This design comes from an exercise in tuning for small area, a short achievable clock period and few clock cycles on the open sky130 flow, not from production work. Only simulation tests tie the RTL to the original design; equivalence was not proved. The flow treats the clock pin as an ideal source, which a real chip does not have. Power figures rest on the tool's default switching activity, not on a simulated workload.

## fpp
module fpp (
    input  wire         clk,
    input  wire         rst,           
    input  wire         in_valid,
    output wire         in_ready,
    input  wire [2:0]   in_kind,
    input  wire [7:0]   in_data,
    output wire [3:0]   status,
    output wire [6:0]   rxlen,
    output wire [191:0] sb             
);
    localparam [2:0] K_START = 3'd0;
    localparam [2:0] K_BYTE  = 3'd1;
    localparam [2:0] K_END   = 3'd2;
    localparam [2:0] K_ERROR = 3'd3;
    localparam [1:0] P_NF  = 2'd0;    
    localparam [1:0] P_INC = 2'd1;    
    localparam [1:0] P_CHK = 2'd2;    
    localparam [1:0] P_OK  = 2'd3;    
    reg [6:0]   rxlen_r;     
    reg [3:0]   status_r;
    reg [191:0] sb_r;
    reg [191:0] cand;        
    reg         clr;         
    reg         clr_ld;      
    reg         rdy;         
    reg         pbv;         
    reg [7:0]   pbd;         
    reg [1:0]   pst;
    reg         pok;         
    reg         prev42;      
    reg [4:0]   j;           
    reg [12:0]  acc;         
    reg         hi_ok;       
    assign in_ready = rdy;
    wire go      = in_valid & rdy;
    wire a_start = go & (in_kind == K_START);
    wire a_byte  = go & (in_kind == K_BYTE);
    wire a_end   = go & (in_kind == K_END);
    wire a_error = go & (in_kind == K_ERROR);
  ...
export LEC_CHECK = 0
export CAP_MARGIN = 20
export CORE_MARGIN = 2
export CORE_UTILIZATION = 55
export SETUP_SLACK_MARGIN = 3.75
export SLEW_MARGIN = 20
create_clock -name core_clock -period 6.0 [get_ports {clk}]
standard.sh (not shown) runs the stock make flow with config.mk's settings and CLKGATE_MAP_FILE= SYNTH_SCRIPT=/design/flow/synth_recipe.tcl, a recipe that flattens the netlist after the stock synthesis.
==> flow/flow/run.sh <==
#!/bin/bash
# The standard layout (standard.sh) with these changes:
#  - the port buffers are buf_1 cells instead of the slow delay cells that
#    buffer_ports picks by default;
#  - the clock tree uses larger sink clusters of clkbuf_16 (fewer buffers);
#  - after CTS, the clock port drives the tree's second level directly and
#    the root buffer is removed (clk_root.tcl), and each second-level
#    buffer is split in two, each half near its loads (clk_split.tcl): the
#    port drives 4 buffers, and every register still has the same number
#    of buffers on its clock path.
# Each step writes its full output to a log file of its own here.
set -euo pipefail
export BUFFER_PORTS_ARGS="-buffer_cell sky130_fd_sc_hd__buf_1"
export CTS_ARGS="-sink_clustering_enable -repair_clock_nets -buf_list sky130_fd_sc_hd__clkbuf_16 -sink_clustering_size 25 -sink_clustering_max_diameter 100 -sink_buffer_max_cap_derate 1.0"
bash standard.sh cts > make_to_cts.log 2>&1
R=orfs/results/${FLOW_PLATFORM}/fpp/base
ODB_IN=$R/4_1_cts.odb ODB_OUT=$R/4_1_cts.odb openroad -no_init -exit flow/clk_root.tcl > clk_root.log 2>&1
ODB_IN=$R/4_1_cts.odb ODB_OUT=$R/4_1_cts.odb openroad -no_init -exit flow/clk_split.tcl > clk_split.log 2>&1
cp $R/4_1_cts.odb $R/4_cts.odb
bash standard.sh finish > make_finish.log 2>&1
Other scripts of this flow, unchanged in this note and not shown: flow/flow/clk_root.tcl, flow/flow/clk_split.tcl
The baseline completed with no timing, DRC or antenna violations.
Testbench counts at the start, summed over its fixed seeds: cycles 15,751.
Rerun with:
--- a/flow/config.mk
+++ b/flow/config.mk
@@ -9,4 +9,4 @@
 export CORE_MARGIN = 2
 export CORE_UTILIZATION = 55
-export SETUP_SLACK_MARGIN = 3.75
+export SETUP_SLACK_MARGIN = 3.85
 export SLEW_MARGIN = 20
Outcome: Global-route usage went up by 0.34 points. Cell count climbs slightly. Setup slack gets better by 0.045 ns. Clock power is about the same. Count of clock-buffer cells in the layout does not change. Power came out lower slightly.

---

The RTL this note starts from:
==> flow/design.v <==
module fpp (
    input  wire         clk,
    input  wire         rst,           
    input  wire         in_valid,
    output wire         in_ready,
    input  wire [2:0]   in_kind,
    input  wire [7:0]   in_data,
    output wire [3:0]   status,
    output wire [6:0]   rxlen,
    output wire [191:0] sb             
);
    localparam [2:0] K_START = 3'd0;
    localparam [2:0] K_BYTE  = 3'd1;
    localparam [2:0] K_END   = 3'd2;
    localparam [2:0] K_ERROR = 3'd3;
    localparam [1:0] P_NF  = 2'd0;    
    localparam [1:0] P_INC = 2'd1;    
    localparam [1:0] P_CHK = 2'd2;    
    localparam [1:0] P_OK  = 2'd3;    
    reg [6:0]   rxlen_r;     
    reg [3:0]   status_r;
    reg [191:0] sb_r;
    reg [191:0] cand;        
    reg         clr;         
    reg         clr_ld;      
    reg         rdy;         
    reg         pbv;         
    reg [7:0]   pbd;         
    reg [1:0]   pst;
    reg         pok;         
    reg         prev42;      
    reg [4:0]   j;           
    reg [12:0]  acc;         
    reg         hi_ok;       
    assign in_ready = rdy;
    wire go      = in_valid & rdy;
    wire a_start = go & (in_kind == K_START);
    wire a_byte  = go & (in_kind == K_BYTE);
    wire a_end   = go & (in_kind == K_END);
    wire a_error = go & (in_kind == K_ERROR);
    wire a_parse = go & in_kind[2];
    wire infr  = (pst == P_INC);
    wire shift = clr | (pbv & infr & (j >= 5'd4) & (j < 5'd28));
    always @(posedge clk)
        if (shift)
            cand <= {cand[183:0], pbd & {8{~clr}}};
    wire load = clr_ld | (in_valid & in_kind[2] & pok);
    integer k;
    always @(posedge clk)
        if (load)
            for (k = 0; k < 12; k = k + 1)
                sb_r[16*k +: 16] <= cand[191 - 16*k -: 16];
    reg [1:0] pst_n;
    always @* begin
        pst_n = pst;
        if (pbv) begin
            if (pst == P_NF && prev42 && pbd == 8'h4D)
                pst_n = P_INC;
            if (pst == P_INC && j == 5'd31)
                pst_n = (hi_ok && acc[7:0] == pbd) ? P_OK : P_CHK;
        end
        if (a_start || a_error)
            pst_n = P_NF;
    end
    always @(posedge clk) begin
        pbd <= in_data;
        if (rst) begin
            clr      <= 1'b1;
            clr_ld   <= 1'b0;
            rdy      <= 1'b0;
            j        <= 5'd0;
            rxlen_r  <= 7'd0;
            status_r <= 4'd0;
            pbv      <= 1'b0;
            pst      <= P_NF;
            pok      <= 1'b0;
            prev42   <= 1'b0;
        end else if (clr) begin
            j      <= j + 5'd1;
            clr_ld <= (j == 5'd23);
            if (clr_ld) begin
                clr <= 1'b0;
                rdy <= 1'b1;
            end
        end else begin
            pbv <= a_byte & ~rxlen_r[6];
            pst <= pst_n;
            pok <= (pst_n == P_OK);
            if (pbv) begin
                prev42 <= (pbd == 8'h42);
                if (pst == P_NF) begin
                    j   <= 5'd2;
                    acc <= 13'h008F;     
                end else begin
                    j <= j + 5'd1;
                    if (j < 5'd30)
                        acc <= acc + {5'd0, pbd};
                    if (j == 5'd30)
                        hi_ok <= ({3'd0, acc[12:8]} == pbd);
                end
            end
            if (a_start) begin
                rxlen_r <= 7'd0;
                prev42  <= 1'b0;
            end
            if (a_byte && !rxlen_r[6])
                rxlen_r <= rxlen_r + 7'd1;
            if (a_end)
                status_r <= 4'd0;
            if (a_error) begin
                rxlen_r  <= 7'd0;
                status_r <= 4'd8;
            end
            if (a_parse)
                case (pst)
                    P_NF:    status_r <= 4'd4;
                    P_INC:   status_r <= 4'd5;
                    P_CHK:   status_r <= 4'd3;
                    default: status_r <= 4'd0;
                endcase
        end
    end
    assign status = status_r;
    assign rxlen  = rxlen_r;
    assign sb     = sb_r;
endmodule
export LEC_CHECK = 0
export CAP_MARGIN = 20
export CORE_MARGIN = 2
export CORE_UTILIZATION = 55
export SETUP_SLACK_MARGIN = 3.85
export SLEW_MARGIN = 20
create_clock -name core_clock -period 6.0 [get_ports {clk}]
==> flow/flow/run.sh <==
#!/bin/bash
# The standard layout (standard.sh) with three changes:
#  - the port buffers are buf_1 cells instead of the slow delay cells that
#    buffer_ports picks by default;
#  - the clock tree uses larger sink clusters of clkbuf_16 (fewer buffers);
#  - after CTS, the clock port drives the tree's second level directly and
#    the root buffer is removed (clk_root.tcl), one buffer fewer on every
#    register's clock path.
# Each step writes its full output to a log file of its own here.
set -euo pipefail
export BUFFER_PORTS_ARGS="-buffer_cell sky130_fd_sc_hd__buf_1"
export CTS_ARGS="-sink_clustering_enable -repair_clock_nets -buf_list sky130_fd_sc_hd__clkbuf_16 -sink_clustering_size 25 -sink_clustering_max_diameter 100 -sink_buffer_max_cap_derate 1.0"
bash standard.sh cts > make_to_cts.log 2>&1
R=orfs/results/${FLOW_PLATFORM}/fpp/base
ODB_IN=$R/4_1_cts.odb ODB_OUT=$R/4_1_cts.odb openroad -no_init -exit flow/clk_root.tcl > clk_root.log 2>&1
cp $R/4_1_cts.odb $R/4_cts.odb
bash standard.sh finish > make_finish.log 2>&1
==> flow/flow/clk_root.tcl <==
read_db $::env(ODB_IN)
set block [ord::get_db_block]
set clknet [[$block findBTerm clk] getNet]
set roots {}
foreach it [$clknet getITerms] { lappend roots $it }
if {[llength $roots] != 1} { puts "clock port drives [llength $roots] pins; nothing done"; write_db $::env(ODB_OUT); exit }
set root [[lindex $roots 0] getInst]
set rootnet ""
foreach it [$root getITerms] { if {[$it isOutputSignal]} { set rootnet [$it getNet] } }
set loads {}
set ok 1
foreach it [$rootnet getITerms] {
  if {![$it isInputSignal]} continue
  lappend loads $it
  if {![string match "sky130_fd_sc_hd__clkbuf*" [[[$it getInst] getMaster] getName]]} { set ok 0 }
}
if {!$ok || [llength $loads] > 4 || [llength $loads] == 0} { puts "root drives [llength $loads] pins (all buffers: $ok); nothing done"; write_db $::env(ODB_OUT); exit }
foreach it $loads { $it disconnect; $it connect $clknet }
puts "removed root [$root getName]: [llength $loads] buffers now driven by the clock port"
odb::dbInst_destroy $root
odb::dbNet_destroy $rootnet
write_db $::env(ODB_OUT)
The starting point completed with no timing, DRC or antenna violations.
Testbench counts at the start, summed over its fixed seeds: cycles 15,751.
Edit:
Settings changed: SETUP_SLACK_MARGIN 3.85 to 3.75.
Effect:
- The new run finished with timing, DRC and antenna clean
- clock skew hardly moves
- power goes down slightly
- clock power barely changes
- sequential power barely changes
- register-to-register slack is worse by 0.11 ns
- routed wire length goes down by a few percent
Edit:
--- a/flow/flow/run.sh
+++ b/flow/flow/run.sh
@@ -11,3 +11,3 @@
 export BUFFER_PORTS_ARGS="-buffer_cell sky130_fd_sc_hd__buf_1"
-export CTS_ARGS="-sink_clustering_enable -repair_clock_nets -buf_list sky130_fd_sc_hd__clkbuf_16 -sink_clustering_size 25 -sink_clustering_max_diameter 100 -sink_buffer_max_cap_derate 1.0"
+export CTS_ARGS="-sink_clustering_enable -repair_clock_nets -buf_list sky130_fd_sc_hd__clkbuf_16 -sink_clustering_size 30 -sink_clustering_max_diameter 100 -sink_buffer_max_cap_derate 1.0"
 bash standard.sh cts > make_to_cts.log 2>&1
Final area falls by 0.48%.
Via count barely changes.
Global-route usage went down by 0.19 points.
Routed wire length decreases by 1.9%.
Non-clock buffer count goes down by 2.
Clock power falls by about 5%.
First-iteration DRC count came out higher by 21%.
Total power goes down by 1.6%.
Synthesized area is unchanged.
Die area is unchanged.
Edit:
--- a/flow/flow/run.sh
+++ b/flow/flow/run.sh
@@ -11,3 +11,3 @@
 export BUFFER_PORTS_ARGS="-buffer_cell sky130_fd_sc_hd__buf_1"
-export CTS_ARGS="-sink_clustering_enable -repair_clock_nets -buf_list sky130_fd_sc_hd__clkbuf_16 -sink_clustering_size 30 -sink_clustering_max_diameter 100 -sink_buffer_max_cap_derate 1.0"
+export CTS_ARGS="-sink_clustering_enable -repair_clock_nets -buf_list sky130_fd_sc_hd__clkbuf_16 -sink_clustering_size 25 -sink_clustering_max_diameter 100 -sink_buffer_max_cap_derate 1.0"
 bash standard.sh cts > make_to_cts.log 2>&1
Settings changed: CORE_UTILIZATION 55 to 65.
Count of clock-buffer cells in the layout came out higher by 2; flip-flop and latch count does not change; wire length came out lower by 1.2%; final area came out lower by 0.58%; sequential power barely changes; power came out higher by 0.94%.
Edit:
==> flow/flow/run.sh (replaced) <==
#!/bin/bash
# The standard layout (standard.sh) with two changes:
#  - the port buffers are buf_1 cells instead of the slow delay cells that
#    buffer_ports picks by default;
#  - the clock tree uses larger sink clusters of clkbuf_16 (fewer buffers).
set -euo pipefail
export BUFFER_PORTS_ARGS="-buffer_cell sky130_fd_sc_hd__buf_1"
export CTS_ARGS="-sink_clustering_enable -repair_clock_nets -buf_list sky130_fd_sc_hd__clkbuf_16 -sink_clustering_size 30 -sink_clustering_max_diameter 100 -sink_buffer_max_cap_derate 1.0"
bash standard.sh finish > flow_make.log 2>&1
Settings changed: CORE_UTILIZATION 65 to 70, PLACE_DENSITY set to 0.75, SETUP_SLACK_MARGIN 3.75 to 3.6.
removed: flow/flow/clk_root.tcl
After rerunning: Clock skew is about the same; worst setup slack loses 0.10 ns; total power fell by 0.51%; sequential power stays flat.
Edit:
==> flow/flow/run.sh (replaced) <==
#!/bin/bash
# The standard layout (standard.sh) with three changes:
#  - the port buffers are buf_1 cells instead of the slow delay cells that
#    buffer_ports picks by default;
#  - the clock tree uses larger sink clusters of clkbuf_16 (fewer buffers);
#  - after CTS, the clock port drives the tree's second level directly and
#    the root buffer is removed (clk_root.tcl), one buffer fewer on every
#    register's clock path.
# Each step writes its full output to a log file of its own here.
set -euo pipefail
export BUFFER_PORTS_ARGS="-buffer_cell sky130_fd_sc_hd__buf_1"
export CTS_ARGS="-sink_clustering_enable -repair_clock_nets -buf_list sky130_fd_sc_hd__clkbuf_16 -sink_clustering_size 25 -sink_clustering_max_diameter 100 -sink_buffer_max_cap_derate 1.0"
bash standard.sh cts > make_to_cts.log 2>&1
R=orfs/results/${FLOW_PLATFORM}/fpp/base
ODB_IN=$R/4_1_cts.odb ODB_OUT=$R/4_1_cts.odb openroad -no_init -exit flow/clk_root.tcl > clk_root.log 2>&1
cp $R/4_1_cts.odb $R/4_cts.odb
bash standard.sh finish > make_finish.log 2>&1
==> flow/flow/clk_root.tcl (new file) <==
read_db $::env(ODB_IN)
set block [ord::get_db_block]
set clknet [[$block findBTerm clk] getNet]
set roots {}
foreach it [$clknet getITerms] { lappend roots $it }
if {[llength $roots] != 1} { puts "clock port drives [llength $roots] pins; nothing done"; write_db $::env(ODB_OUT); exit }
set root [[lindex $roots 0] getInst]
set rootnet ""
foreach it [$root getITerms] { if {[$it isOutputSignal]} { set rootnet [$it getNet] } }
set loads {}
set ok 1
foreach it [$rootnet getITerms] {
  if {![$it isInputSignal]} continue
  lappend loads $it
  if {![string match "sky130_fd_sc_hd__clkbuf*" [[[$it getInst] getMaster] getName]]} { set ok 0 }
}
if {!$ok || [llength $loads] > 4 || [llength $loads] == 0} { puts "root drives [llength $loads] pins (all buffers: $ok); nothing done"; write_db $::env(ODB_OUT); exit }
foreach it $loads { $it disconnect; $it connect $clknet }
puts "removed root [$root getName]: [llength $loads] buffers now driven by the clock port"
odb::dbInst_destroy $root
odb::dbNet_destroy $rootnet
write_db $::env(ODB_OUT)
Settings changed: ABC_CLOCK_PERIOD_IN_PS set to 2200, CORE_UTILIZATION 70 to 55, PLACE_DENSITY 0.75 to not set, SETUP_SLACK_MARGIN 3.6 to 3.75.
Result: The changed run finished clean. Sequential power is about the same. Sequential cell count stays the same. First-iteration DRC count climbs by 8.1%. Clock-buffer cell count increases by 1. Power climbs by 1.2%. Die area rose by 26%. Via count drops by 1.0%.

---

RTL: the design.v shown in full above, as it stands there.
clock: 6.0 ns
lec_check: 0
cap_margin: 20
core_margin: 2
core_utilization: 55
setup_slack_margin: 3.6
slew_margin: 20
==> flow/flow/run.sh <==
#!/bin/bash
# The standard layout (standard.sh) with two changes:
#  - the port buffers are buf_1 cells instead of the slow delay cells that
#    buffer_ports picks by default;
#  - the clock tree uses larger sink clusters of clkbuf_16 (fewer buffers).
set -euo pipefail
export BUFFER_PORTS_ARGS="-buffer_cell sky130_fd_sc_hd__buf_1"
export CTS_ARGS="-sink_clustering_enable -repair_clock_nets -buf_list sky130_fd_sc_hd__clkbuf_16 -sink_clustering_size 30 -sink_clustering_max_diameter 100 -sink_buffer_max_cap_derate 1.0"
bash standard.sh finish > flow_make.log 2>&1
The baseline completed with no timing, DRC or antenna violations.
Testbench counts at the start, summed over its fixed seeds: cycles 15,751.
==> next run, changes <==
SETUP_SLACK_MARGIN = 3.75   (was 3.6)
Hold slack is about the same.
Utilization went up by 1.8 points.
Wire length came out higher by a few percent.
Synthesized cell count stays the same.
Worst setup slack gains 0.0095 ns.
Final cell count rises slightly.
Clock skew rose by 0.0060 ns.
Critical path depth does not change.
Die area does not change.
==> next run, changes <==
==> flow/flow/run.sh (replaced) <==
#!/bin/bash
# The standard layout (standard.sh) with three changes:
#  - the port buffers are buf_1 cells instead of the slow delay cells that
#    buffer_ports picks by default;
#  - the clock tree uses larger sink clusters of clkbuf_16 (fewer buffers);
#  - after CTS, the clock port drives the tree's second level directly and
#    the root buffer is removed (clk_root.tcl), one buffer fewer on every
#    register's clock path.
# Each step writes its full output to a log file of its own here.
set -euo pipefail
export BUFFER_PORTS_ARGS="-buffer_cell sky130_fd_sc_hd__buf_1"
export CTS_ARGS="-sink_clustering_enable -repair_clock_nets -buf_list sky130_fd_sc_hd__clkbuf_16 -sink_clustering_size 25 -sink_clustering_max_diameter 100 -sink_buffer_max_cap_derate 1.0"
bash standard.sh cts > make_to_cts.log 2>&1
R=orfs/results/${FLOW_PLATFORM}/fpp/base
ODB_IN=$R/4_1_cts.odb ODB_OUT=$R/4_1_cts.odb openroad -no_init -exit flow/clk_root.tcl > clk_root.log 2>&1
cp $R/4_1_cts.odb $R/4_cts.odb
bash standard.sh finish > make_finish.log 2>&1
==> flow/flow/clk_root.tcl (new file) <==
read_db $::env(ODB_IN)
set block [ord::get_db_block]
set clknet [[$block findBTerm clk] getNet]
set roots {}
foreach it [$clknet getITerms] { lappend roots $it }
if {[llength $roots] != 1} { puts "clock port drives [llength $roots] pins; nothing done"; write_db $::env(ODB_OUT); exit }
set root [[lindex $roots 0] getInst]
set rootnet ""
foreach it [$root getITerms] { if {[$it isOutputSignal]} { set rootnet [$it getNet] } }
set loads {}
set ok 1
foreach it [$rootnet getITerms] {
  if {![$it isInputSignal]} continue
  lappend loads $it
  if {![string match "sky130_fd_sc_hd__clkbuf*" [[[$it getInst] getMaster] getName]]} { set ok 0 }
}
if {!$ok || [llength $loads] > 4 || [llength $loads] == 0} { puts "root drives [llength $loads] pins (all buffers: $ok); nothing done"; write_db $::env(ODB_OUT); exit }
foreach it $loads { $it disconnect; $it connect $clknet }
puts "removed root [$root getName]: [llength $loads] buffers now driven by the clock port"
odb::dbInst_destroy $root
odb::dbNet_destroy $rootnet
write_db $::env(ODB_OUT)
SETUP_SLACK_MARGIN = 3.65   (was 3.75)
The new run ran to the end with no violations.
Sequential cell count is unchanged.
Worst setup slack improves by 0.035 ns.
Non-clock buffer count is lower by 8.
Via count rose slightly.
First-iteration DRC count falls by roughly a tenth.
Cell area came out lower by a few percent.

## afterwards: timing with drivers on the ports
Ports are ideal in the flow. The routed layouts listed here were re-timed in OpenROAD. Step 1: set_driving_cell puts a clkbuf_16 on clk and a buf_2 on each other input, an assumption about the parent block. Step 2 moves the port delays by t, midway between the first and last clock arrival at a register: inputs arrive t later, outputs are due t later. That takes back most of the time a late clock gives input paths. Slacks: ideal ports / drivers / drivers and shift; pairs: ideal ports / drivers.
run | t, ns | setup slack, ns | hold WS [ns] | worst setup path after step 2
the first run of note 1 | 0.419 | 3.816 / 3.780 / 3.483 | 0.427 / 0.427 / 0.427 | input to register
the second run of note 1 | 0.416 | 3.862 / 3.800 / 3.582 | 0.431 / 0.431 / 0.431 | input to register
the first run of note 2 | 0.457 | 3.707 / 3.716 / 3.259 | 0.432 / 0.432 / 0.432 | input to register
the second run of note 2 | 0.445 | 3.764 / 3.758 / 3.341 | 0.428 / 0.428 / 0.428 | input to register
the third run of note 2 | 0.445 | 3.765 / 3.741 / 3.341 | 0.427 / 0.427 / 0.427 | input to register
the fourth run of note 2 | 0.448 | 3.765 / 3.775 / 3.334 | 0.424 / 0.424 / 0.424 | input to register
the fifth run of note 2 | 0.553 | 3.661 / 3.616 / 3.147 | 0.431 / 0.431 / 0.431 | input to register
the sixth run of note 2 | 0.445 | 3.764 / 3.758 / 3.341 | 0.428 / 0.428 / 0.428 | input to register
the first run of note 3 | 0.557 | 3.668 / 3.621 / 3.186 | 0.427 / 0.427 / 0.427 | input to register
the second run of note 3 | 0.557 | 3.678 / 3.630 / 3.261 | 0.425 / 0.425 / 0.425 | input to register
the third run of note 3 | 0.445 | 3.713 / 3.745 / 3.303 | 0.429 / 0.429 / 0.429 | input to register
After both steps every run listed still meets setup and hold. For the fifth run of note 2, which loses most, drivers alone change the setup slack by -0.045 ns; drivers and shift together by -0.514 ns.
